From an optimization exercise on the open Yosys and OpenROAD flow, aimed at small area, a short achievable clock period and few clock cycles per item; shortcuts taken in it are not production practice.
The RTL was checked by simulation tests, not by an equivalence proof against the original design.

== lagoon ==
## fcrl
module fcrl (
    input             clk,
    input             rst,           
    input             op_valid,
    output            op_ready,
    input      [31:0] opw,
    input      [31:0] now,
    output reg        res_valid,
    output reg [1:0]  res_st,
    output reg [3:0]  res_reason,
    output reg [31:0] res_data
);
    localparam [7:0]  START     = 8'h02;
    localparam [7:0]  END_B     = 8'h03;
    localparam [3:0] OP_RXFEED = 4'h1, OP_RXPOLL = 4'h2,
                     OP_TXPWR = 4'h3, OP_TXENC = 4'h4, OP_TXFRD = 4'h5,
                     OP_RXFRD = 4'h6, OP_CSRRD = 4'h7, OP_RLSET = 4'h8,
                     OP_RLADV = 4'h9, OP_RLRD = 4'hA, OP_ESTOP = 4'hB,
                     OP_ESTOPCLR = 4'hC, OP_SRESET = 4'hF;
    localparam [1:0] ST_DONE = 2'd0, ST_COMPLETE = 2'd1, ST_INVALID = 2'd2,
                     ST_REFUSED = 2'd3;
    localparam [3:0] R_NONE = 4'd0, R_TIMEOUT = 4'd1, R_OVERFLOW = 4'd2,
                     R_BAD_END = 4'd3, R_CHECKSUM = 4'd4, R_ILLEGAL_OP = 4'd8,
                     R_BAD_INDEX = 4'd9, R_BAD_LENGTH = 4'd10,
                     R_BAD_CHANNEL = 4'd11;
    function [7:0] crc8_byte;
        input [7:0] c;
        input [7:0] b;
        integer k;
        reg [7:0] x;
        begin
            x = c ^ b;
            for (k = 0; k < 8; k = k + 1)
                x = x[7] ? ((x << 1) ^ 8'h07) : (x << 1);
            crc8_byte = x;
        end
    endfunction
    reg         a_v;
    reg  [31:0] a_op;
    reg  [31:0] a_now;
    reg         rdy;
    assign op_ready = rdy;
    wire [3:0]  code = a_op[31:28];
    wire [3:0]  ch   = a_op[27:24];
    wire [7:0]  idx  = a_op[23:16];
    wire [15:0] val  = a_op[15:0];
    wire [7:0]  b    = a_op[7:0];
    reg         rx_state;
    reg  [4:0]  rx_count;
    reg  [7:0]  rx_cmd;
    reg  [4:0]  rx_len;           
    reg         rx_big;           
    reg  [7:0]  rx_pay [0:15];    
    reg  [7:0]  rx_crc;           
    reg  [31:0] rx_last;
    reg  [15:0] cnt_framing;
    reg  [15:0] cnt_checksum;
    reg         rxf_valid;
    reg  [7:0]  rxf_cmd;
    reg  [4:0]  rxf_len;
    reg  [7:0]  rxf_pay [0:15];
    reg  [7:0]  txp [0:15];
    reg  [7:0]  txf_pay [0:15];   
    reg  [7:0]  txf_cmd;
    reg  [4:0]  txf_l;            
    reg         txf_v;            
    reg  [7:0]  tx_crc;           
  ...
Size in the first run: ~800 flip-flops.
==> flow/config.mk <==
export PLATFORM = sky130hd
export DESIGN_NAME = fcrl
export DESIGN_NICKNAME = fcrl
export VERILOG_FILES = /design/flow/design.v
export SDC_FILE = /design/flow/constraint.sdc
export NUM_CORES = 4
export LEC_CHECK = 0
export CAP_MARGIN = 20
export CORE_MARGIN = 2
export CORE_UTILIZATION = 40
export SLEW_MARGIN = 20
==> flow/constraint.sdc <==
create_clock -name core_clock -period 22.0 [get_ports {clk}]
set_input_delay 4.4000 -clock core_clock [delete_from_list [all_inputs] [get_ports {clk}]]
set_output_delay 4.4000 -clock core_clock [all_outputs]
set_load 0.01 [all_outputs]
run.sh (not shown) runs the stock make flow with config.mk's settings and CLKGATE_MAP_FILE= SYNTH_SCRIPT=/design/flow/synth_recipe.tcl, a recipe that flattens the netlist after the stock synthesis.
Testbench counts of lagoon, summed over its fixed seeds: cycles 32,016, ops 32,000.
> inputs changed (lagoon -> umber)
--- a/flow/design.v
+++ b/flow/design.v
@@ -79,31 +79,23 @@
     wire is_frd  = (code == OP_TXFRD);
     wire is_rrd  = (code == OP_RXFRD);
     wire is_csr  = (code == OP_CSRRD);
     wire is_set  = (code == OP_RLSET);
     wire is_adv  = (code == OP_RLADV);
     wire is_rlrd = (code == OP_RLRD);
     wire is_est  = (code == OP_ESTOP);
     wire is_estc = (code == OP_ESTOPCLR);
     wire is_srst = (code == OP_SRESET);
     wire is_ill  = (code == 4'hD) | (code == 4'hE);
-    reg  rst_r;
-    always @(posedge clk) rst_r <= rst;
-    wire clr     = rst_r | (ex & is_srst);
-    wire [24:0] t_xh  = a_now[31:7];
-    wire [24:0] t_yh  = rx_last[31:7];
-    wire [7:0]  t_dl  = {1'b0, a_now[6:0]} - {1'b0, rx_last[6:0]};
-    wire [24:0] t_dx  = t_xh ^ t_yh;
-    wire [23:0] t_run = (t_yh[23:0] & t_dx[23:0]) ^ t_dx[24:1];
-    wire        t_hi  = t_dl[7] ? (t_dx[0] & (t_run == 24'd0)) : (t_dx == 25'd0);
-    wire        t_near = t_hi & (t_dl[6:0] <= 7'd100);
-    wire        timed_out = rx_state & ~t_near;
+    wire clr     = rst | (ex & is_srst);
+    wire [31:0] elapsed   = a_now - rx_last;
+    wire        timed_out = rx_state & (elapsed > 32'd100);
     wire        in_frame  = rx_state & ~timed_out;
     wire        overflow  = in_frame & (rx_count == 5'd21);
     wire        store     = in_frame & ~overflow;
     wire        at_end    = ~rx_big & ({1'b0, rx_count} == {1'b0, rx_len} + 6'd4);
     wire        expected  = store & at_end;
     wire        b_end     = (b == END_B);
     wire        crc_ok    = (rx_crc == 8'h00);
     wire        bad_end   = expected & ~b_end;
     wire        bad_crc   = expected & b_end & ~crc_ok;
     wire        good      = expected & b_end & crc_ok;
@@ -127,29 +119,27 @@
     wire        in_frd   = (opw[31:28] == OP_TXFRD) & (opw[23:16] == {3'b0, crcpos_n});
     wire signed [15:0] pct = val;
     wire [6:0] set_val = estop            ? 7'd0 :
                          (pct < 0)        ? 7'd0 :
                          (pct > 16'sd100) ? 7'd100 : pct[6:0];
     function [6:0] ramp;
         input [6:0] a;
         input [6:0] t;
         input [6:0] up;
         input [6:0] dn;
-        reg   [7:0] d;
         begin
-            d = {1'b0, t} - {1'b0, a};
-            if (d[7] ? (d >= 8'd0 - {1'b0, dn}) : (d <= {1'b0, up}))
-                ramp = t;
-            else if (d[7])
-                ramp = a - dn;
+            if (a < t)
+                ramp = a + ((t - a < up) ? t - a : up);
+            else if (a > t)
+                ramp = a - ((a - t < dn) ? a - t : dn);
             else
-                ramp = a + up;
+                ramp = a;
         end
     endfunction
     wire ch_ok = (ch < 4'd3);
     reg [1:0]  r_st;
     reg [3:0]  r_reason;
     reg [31:0] r_data;
     always @* begin
         r_st     = ST_DONE;
         r_reason = R_NONE;
         r_data   = 32'd0;
[summary]
umber: slack of the worst reg-to-reg path 1.05 ns below lagoon
Final cell area excluding filler cells delta (umber − lagoon): unfavourable
Wire length: umber vs lagoon up about 3%
Slack of the critical path ended up 0.54 ns lower on umber than on lagoon.
Looking at global router's overall resource usage, umber sits 0.31 points lower than lagoon does.
Testbench counts of umber, summed over its fixed seeds: cycles 32,016, ops 32,000.

-- what the ideal ports hide --
The flow's constraints put no driver on any port. The routed layouts listed below were extracted and timed again, unchanged, in two steps.
Step 1 sets driving cells, clkbuf_16 on the clock port and buf_2 on the other inputs (assumed; they add their load-dependent delay and slew).
Step 2 times the ports against the registers' clock, not the clock port: input delays grow and output delays shrink by t, the midpoint of the rising clock arrivals with the driver on.
Three values: ideal ports, drivers, drivers and shift; two values: the first two.
| run | shift t [ns] | setup slack, ns | clock arrival spread, ns | worst register clock-pin slew, ns |
|---|---|---|---|---|
| lagoon | 0.709 | 16.072 / 16.002 / 15.878 | 0.032 / 0.032 | 0.07 / 0.07 |
| umber | 0.720 | 15.530 / 15.569 / 14.849 | 0.051 / 0.051 | 0.07 / 0.07 |
After both steps every run listed still meets setup and hold. For umber, which loses most, drivers alone change the setup slack by +0.039 ns; drivers and shift together by -0.681 ns.
